From an optimization exercise on the open Yosys and OpenROAD flow, aimed at small area, a short achievable clock period and few clock cycles per item; shortcuts taken in it are not production practice.
Function not checked in this run: the RTL went through the layout flow alone.
Power figures rest on the tool's default switching activity, not on a simulated workload.

### config.mk
export PLATFORM = sky130hd
export DESIGN_NAME = cptv_decoder
export DESIGN_NICKNAME = cptv_decoder
export VERILOG_FILES = /design/flow/design.v
export SDC_FILE = /design/flow/constraint.sdc
export NUM_CORES = 4
export LEC_CHECK = 0
export CAP_MARGIN = 20
export CORE_MARGIN = 2
export CORE_UTILIZATION = 40
export CTS_CLUSTER_DIAMETER = 80
export CTS_CLUSTER_SIZE = 40
export SETUP_SLACK_MARGIN = 4.38
export SLEW_MARGIN = 20
### constraint.sdc
create_clock -name core_clock -period 7.0 [get_ports {clk}]
set_input_delay 1.4000 -clock core_clock [delete_from_list [all_inputs] [get_ports {clk}]]
set_output_delay 1.4000 -clock core_clock [all_outputs]
set_load 0.01 [all_outputs]
### design.v
module cptv_decoder (
    input  wire        clk,
    input  wire        rst,           
    input  wire        cmd_valid,
    output wire        cmd_ready,
    input  wire [4:0]  cmd_width,     
    input  wire [15:0] cmd_count,     
    input  wire        cmd_hist,      
    output reg         cmd_err,       
    input  wire        in_valid,
    output wire        in_ready,
    input  wire [31:0] in_data,
    input  wire        h_valid,
    output wire        h_ready,
    input  wire [15:0] h_data,
    output reg         out_valid,
    input  wire        out_ready,
    output reg  [15:0] out_data,
    output reg         out_last
);
    reg        idle;          
    reg        chk;           
    reg        dec;           
    reg        hist;
    reg [3:0]  wm1;           
    reg [15:0] sl;            
    reg        last_q;        
    reg        last2_q;       
    reg [15:0] hq0, hq1, hq2, hq3;    
    reg [2:0]  hc;                    
    reg [3:0]  q;             
    reg [4:0]  e;             
    reg        pop_q;         
    reg [1:0]  k2;            
    reg        in_rdy;
    reg [15:0] rr;            
    reg        r_valid, r_last;
    reg [15:0] acc;           
    reg        a_valid, a_last;
    reg [15:0] hb;            
    reg        hbv;
    reg        h_rdy;
    reg        sk_valid;      
    reg [15:0] sk_data;
    reg        sk_last;
    assign cmd_ready = idle;
    assign in_ready  = in_rdy;
    assign h_ready   = h_rdy;
    wire cmd_ok   = (cmd_width != 5'd0) && (!cmd_width[4] || cmd_width[3:0] == 4'd0) &&
                    (cmd_count != 16'd0);
    wire cmd_fire = cmd_valid && idle;
    wire have = (hc != 3'd0) && (!e[4] || hc[2] || hc[1]);
    wire s2 = a_valid && (!hist || hbv) && !sk_valid;   
    wire s1 = r_valid && (!a_valid || s2);              
    wire s0 = dec && have && (!r_valid || s1);          
    wire [30:0] cat  = {hq0, hq1[15:1]};                
    wire [45:0] catx = {15'd0, cat} << e;
    wire [15:0] raw  = catx[45:30];                     
    wire        sign = hq0[~q];                         
    reg  [15:0] resid;
    integer j;
    always @(*)
        for (j = 0; j < 16; j = j + 1)
            resid[j] = (j <= wm1) ? raw[j] : sign;
    wire [15:0] sample = acc + hb;
    wire out_free = !out_valid || out_ready;
    wire       pop   = s0 && pop_q;
    wire       lastc = s0 && last_q;
    wire       sl_is3 = (sl == 16'd3);
    wire [4:0] ea   = e;
    wire       pa   = pop_q;
    wire [5:0] u    = {1'b0, ea} + {2'b0, wm1} + 6'd1;             
    wire [4:0] e1   = pa ? u[4:0] - 5'd16 : u[4:0];
    wire [6:0] v    = {2'b0, ea} + {2'b0, wm1, 1'b0} + 7'd2;       
    wire [6:0] v1   = pa ? v - 7'd16 : v;                          
    wire [1:0] k21  = v1[5:4];
    wire       pop1 = (e1 >= 5'd15);
    wire       push = in_valid && in_rdy;
    wire [2:0] hcp  = hc - {2'b0, pop};                 
    wire       dec_n  = dec && !lastc;
    wire [2:0] hc_0   = lastc ? 3'd0 : hcp;               
    wire [2:0] hc_1   = lastc ? 3'd0 : hcp + 3'd2;        
    wire [1:0] reach_s = last2_q ? {1'b0, e1[4]} : k21;    
    wire [1:0] reach_h = last_q  ? {1'b0, e[4]}  : k2;     
    wire [2:0] hc_s    = hc - {2'b0, pop_q};
    wire in_rdy_s0 = dec && !last_q && (hc_s <= {1'b0, reach_s});
    wire in_rdy_s1 = dec && !last_q && (hc_s + 3'd2 <= {1'b0, reach_s});
    wire in_rdy_h0 = dec && (hc <= {1'b0, reach_h});
    wire in_rdy_h1 = dec && (hc + 3'd2 <= {1'b0, reach_h});
    wire in_rdy_n = s0 ? (push ? in_rdy_s1 : in_rdy_s0) : (push ? in_rdy_h1 : in_rdy_h0);
    wire r_valid_n = s0 || (r_valid && !s1);
    wire a_valid_n = s1 || (a_valid && !s2);
    wire hbv_n     = (h_valid && h_rdy) || (hbv && !(s2 && hist));
    wire sk_valid_n = sk_valid ? !out_free : (s2 && !out_free);
    wire owed_a   = a_valid_n || r_valid_n || dec_n;     
    wire owed_b   = r_valid_n || dec_n;                   
    wire h_rdy_n  = hist &&
                    (hbv_n ? (a_valid_n && !sk_valid_n && owed_b) : owed_a);
    always @(posedge clk) begin
        if (rst) begin
            idle      <= 1'b1;
            chk       <= 1'b0;
            dec       <= 1'b0;
            hc        <= 3'd0;
            in_rdy    <= 1'b0;
            r_valid   <= 1'b0;
            a_valid   <= 1'b0;
            hbv       <= 1'b0;
            h_rdy     <= 1'b0;
            sk_valid  <= 1'b0;
            out_valid <= 1'b0;
            cmd_err   <= 1'b0;
        end else begin
            cmd_err   <= cmd_fire && !cmd_ok;
            chk       <= cmd_fire;
            hc        <= push ? hc_1 : hc_0;
            r_valid   <= r_valid_n;
            a_valid   <= a_valid_n;
            hbv       <= hbv_n;
            sk_valid  <= sk_valid_n;
            if (idle) begin
                idle   <= !cmd_valid;
                in_rdy <= 1'b0;
                h_rdy  <= 1'b0;
            end else if (chk) begin
                idle   <= cmd_err;
                dec    <= !cmd_err;
                in_rdy <= !cmd_err;
                h_rdy  <= !cmd_err && hist;
            end else begin
                idle   <= s2 && a_last;
                dec    <= dec_n;
                in_rdy <= in_rdy_n;
                h_rdy  <= h_rdy_n;
            end
            if (out_free)
                out_valid <= sk_valid || s2;
        end
    end
    always @(posedge clk) begin
        if (cmd_fire) begin
            hist   <= cmd_hist;
            wm1    <= cmd_width[3:0] - 4'd1;
            sl     <= cmd_count;
            last_q <= (cmd_count == 16'd1);
            last2_q <= (cmd_count == 16'd2);
        end else if (s0) begin
            sl     <= sl - 16'd1;
            last_q <= last2_q;
            last2_q <= sl_is3;
        end
        if (chk) begin
            q     <= 4'd0;
            e     <= {1'b0, wm1};
            pop_q <= (wm1 == 4'd15);
            k2    <= {1'b0, wm1[3]};                    
        end else if (s0) begin
            q     <= e[3:0] + 4'd1;
            e     <= e1;
            pop_q <= pop1;
            k2    <= k21;
        end
        if (pop || hc == 3'd0)
            hq0 <= (hc >= 3'd2) ? hq1 : in_data[31:16];
        if (pop || hc <= 3'd1)
            hq1 <= (hc >= 3'd3) ? hq2 :
                   (hc == 3'd2 || (hc == 3'd1 && !pop)) ? in_data[31:16] : in_data[15:0];
        if (pop || hc <= 3'd2)
            hq2 <= (hc >= 3'd4) ? hq3 :
                   (hc == 3'd3 || (hc == 3'd2 && !pop)) ? in_data[31:16] : in_data[15:0];
        if (pop || hc <= 3'd3)
            hq3 <= in_data[15:0];
        if (s0) begin
            rr     <= resid;
            r_last <= last_q;
        end
        if (chk)
            acc <= 16'd0;
        else if (s1)
            acc <= acc + rr;
        if (s1)
            a_last <= r_last;
        if (!hbv || (s2 && hist))
            hb <= h_data & {16{hist}};
        if (out_free) begin
            if (sk_valid) begin
                out_data <= sk_data;
                out_last <= sk_last;
            end else begin
                out_data <= sample;
                out_last <= a_last;
            end
        end else if (!sk_valid) begin
            sk_data <= sample;
            sk_last <= a_last;
        end
    end
endmodule
### flow/run.sh
#!/bin/bash
# The standard layout (the standard.sh, all steps), with the port
# buffers that global placement inserts made sky130_fd_sc_hd__buf_1 cells
# instead of the flow's default choice.  Every port still gets its buffer.
set -e
export BUFFER_PORTS_ARGS="-buffer_cell sky130_fd_sc_hd__buf_1"
bash standard.sh > standard.log 2>&1
### standard.sh
#!/bin/bash
# synth_recipe.tcl (not shown) runs the flow's synth.tcl, then flattens the netlist and writes it again
# the make line also repeats each setting of config.mk as NAME=value (left out here)
make -C /OpenROAD-flow-scripts/flow DESIGN_CONFIG=/design/flow/config.mk WORK_HOME=/design/flow/orfs CLKGATE_MAP_FILE= SYNTH_SCRIPT=/design/flow/synth_recipe.tcl "${@:-finish}"
==> notes.md <==
* TritonCTS clock tree: done
* Initial antenna violation count at 0
* Ranking of synthesized cells by area: edfxtp_1 (40%), mux4_2 (6.9%), dfxtp_1 (5.9%)
* Net switching power at 0.000796 W
* Synth cell types at 69
* DRC at 0
* Count leader, synth: edfxtp_1
* PortBufs at 97
* Layout cell share with drive strength beyond 1 at 14.6%
* Sequential area share after synthesis at 45.7%
* Fillers at 2777
* Iter 0 DRT Violations at 698
* Largest net degree at the start of global routing at 39
* Leakage at 5.16 nW
* Reg2Reg Setup Slack at 3770 ps
* Hold WC Path Type: flip-flop to flip-flop
* Antenna Nets Post-Route at 0
* Synth cell count leaders: edfxtp_1 (161), nand2_1 (102), a21oi_1 (94)
* Die width at 178 µm
* Part of the cycle the worst path needs at 46.2%
* Asr flop ratio synth at 0%
* Ys Warns at 1
* TNS Setup at 0 ps
* Mapped Area at 12200 µm²
* Seq pwr share at 48.2%
* Gpl congestion at 0.860
* IO Pins at 98
* # placed instances at 1564
* Tot GR Track Use at 18.6%
* WHS Endpoint: a_last
* Nets at 1356
* Least-Margin Pin Slew at 859 ps
* H-tree depth at 4
* Kind of critical path: flip-flop to flip-flop
* Proportion of synthesized area in mux cells at 13.3%
* Post-cts hold buffer count at 0
* Die outline height at 178 µm
* Clk sinks at 197
* Max cap viols at 0
* Minimum clock period at 3230 ps
* Core Footprint at 29800 µm²
* Synth Instances at 1122
* Total gr overflow at 0
* Vias per inst at 5.55
* First drt pass iteration count at 5
* Post-Synth XOR/XNOR Area at 2.74%
* Max-slew violations at 0
* Total power at 0.00289 W
* FF-to-FF End: in_rdy
* Hold path startpoint: r_last
* CTS Buf Count at 17
* Peak supply drop at 0.200 mV
* RSZ-0062 raised after global routing: true
* First-pass GRT wire length at 46.1 mm
* Compound-gate portion of the synthesized area at 14.9%
* Worst reg2reg path depth at 15
* Post-layout util at 46.8%
* Slew HR at 42.6%
* Largest family of logic cells by synthesized area: compound AO/OA/AOI/OAI gates
* Placed Area at 12900 µm²
* Clock tree buffer depth at 2
* Clock Power Share at 33.7%
* Synthesized area per cell at 10.8 µm²
* Fin area at 13900 µm²
* Adder-Cell Fraction of Synth Area at 6.44%
* Yosys reg bits at 197
* Final WL at 28.9 mm
* Routed vias at 9010
* Post-synthesis simple-gate area fraction at 13.5%
* Area delta synth->final at 14.7%
* Highest fanout seen on the critical path at 4
* Clock latency (worst-skew pair) at 450 ps
* Final hold violation count at 0
* Post-synth top area share at 39.8%
* Layout Cells excl Fill at 1623
* EDFF count, synth at 161
* Number of global-route vias before repair at 8731
* Reg2Reg Launch Point: e[2]
* Int Pwr at 0.00209 W
* Synth Flop Type: edfxtp_1
* CTS clk-pin slew, worst paths at 80 ps
* Syn_nets at 1258
* Hpwl dp at 20.3 mm
* Power density over the cells at 207 nW/µm²
* Die area at 31800 µm²
* Area leader, netlist: edfxtp_1
* Routed length per instance at 17.8 µm
* Ant. Diodes at 0
* WHS Path Cells at 0
* CP endpoint kind: flip-flop
* Status: timing/DRC/antenna clean
* Combinational power share at 18.0%
* Row count at 63
* Fmax at 309 MHz
* # setup viols final at 0
* Sw frac at 27.6%
* Worst Path Required at 7340 ps
* Worst Skew at 13.8 ps
* WP data arrival at 3570 ps
* Startpoint types: flip-flop
* Initial core utilization at 40.8%
* Root Buffer: clkbuf_16
==> layout make-up <==
class                           count  area [µm²]  area share (%)
Clock inverter                     13         109           0.781
Sequential cell                   197        5560            39.9
Tap cell                          390         488            3.50
Clock buffer                       19         464            3.33
Timing Repair Buffer              138         785            5.63
Multi-Input combinational cell    823        6370            45.7
Inverter                           43         170            1.22
==> metrics by stage <==
stage / hold WS, ps / setup slack [ps]
6_report: 433 / 3770
5_1_grt: 449 / 3660
4_1_cts: 437 / 3820
3_5_place_dp: 423 / 2950
3_3_place_gp: 403 / 3140
2_1_floorplan: 400 / 3860
==> cells by family (layout without fill, tap and decap cells) <==
group	after synthesis	in the layout
AO/OA/AOI/OAI	272	272
XOR/XNOR	38	38
adder cells (fa/ha/maj)	61	61
buffers and inverters	102	213
flip-flops	197	197
multiplexers	112	112
AND/OR/NAND/NOR	340	340
==> layout by cell type (no fill, tap or decap), types with 7 or more instances in the layout <==
cell       count
a211oi_1      22
a21o_1        19
a21oi_1       90
a221o_1       16
a31oi_1        9
and2_1        36
and3_1         7
buf_1         97
buf_4         35
clkbuf_16     18
dfxtp_1       34
edfxtp_1     161
ha_1          52
inv_1         39
mux2_2        27
mux2i_1       48
mux4_2        37
nand2_1      101
nand3_1       25
nor2_1        86
nor2b_1       11
nor3_1        19
nor4_1         9
o211ai_1      10
o21ai_0       35
o31ai_1        7
xnor2_1       24
xor2_1        13
==> flip-flops by register name, summed over array words and instances (netlist names), 3 cells and up <==
name,count
sk_data,16
acc,16
sl,16
hq0,16
hq1,16
rr,16
hq2,16
wm1,4
hq3,16
hb,16
out_data,16
hc,3
e,5
q,4
==> repair_timing <==
item | CTS | global route
hold endpoints to repair | 0 | 0
gates resized for setup | 23 | 19
setup buffers | 15 | 9
gates cloned | 3 | 0
pin swaps | 13 | 12
endpoints found under the setup margin | 56 | 48
==> routing by layer <==
metal  wire length [µm]  vias to the layer above  track usage (%)
met4                431                        0             5.52
met5                  0                        -                0
li1                   -                     4448                -
met3               1080                       29             3.52
met1              13300                     4362             24.6
met2              14200                      171             30.8
==> worst max-delay path by stage <==
stage	endpoint	slack (ps)	start	cells after the start
2_1_floorplan	in_rdy	3860	e[0]	18
3_3_place_gp	in_rdy	3140	e[3]	14
3_5_place_dp	in_rdy	2950	e[3]	14
4_1_cts	in_rdy	3820	e[2]	15
5_1_grt	in_rdy	3660	wm1[2]	14
6_report	in_rdy	3770	e[2]	15
==> power by group through the flow <==
stage	clock network, W	registers, W	logic, W
after floorplan	0	0.00140	0.000332
after global placement	0	0.00143	0.000427
after detailed placement	0	0.00143	0.000435
after CTS	0.00100	0.00139	0.000496
after global routing	0.00104	0.00140	0.000571
final	0.000974	0.00139	0.000521
==> critical path, stage by stage (launching register included) <==
cell and delay, ps:
edfxtp_1 430, buf_12 160, ha_4 150, ha_4 270
a31oi_4 100, xnor2_2 160, a221oi_2 330, xnor2_1 160
nand2b_1 120, ha_4 320, nand2b_4 130, a21oi_2 60
a22o_1 250, a21oi_2 160, nor3_2 50, o31a_1 260

[static timing again, ports no longer ideal]
How much do the figures lean on ideal ports? The routed layout below was timed once more, with nothing changed but the port constraints.
Step 1: set_driving_cell puts a clkbuf_16 on clk and a buf_2 on each other input, an assumption about the parent block.
Step 2, shift: input delay + t, output delay - t, t = (earliest + latest rising clock arrival at the registers) / 2. This alone moves slack from input paths to output paths.
a / b / c = no drivers / after step 1 / after step 2; a / b = the first two.
shift t [ns]: 0.495
slack for setup (ns): 3.767 / 3.767 / 3.767
worst hold slack (ns): 0.433 / 0.433 / 0.433
worst setup path at the end: register to register
After both steps setup and hold are still met in this run. For this run, drivers alone change the setup slack by 0.000 ns; drivers and shift together by 0.000 ns.
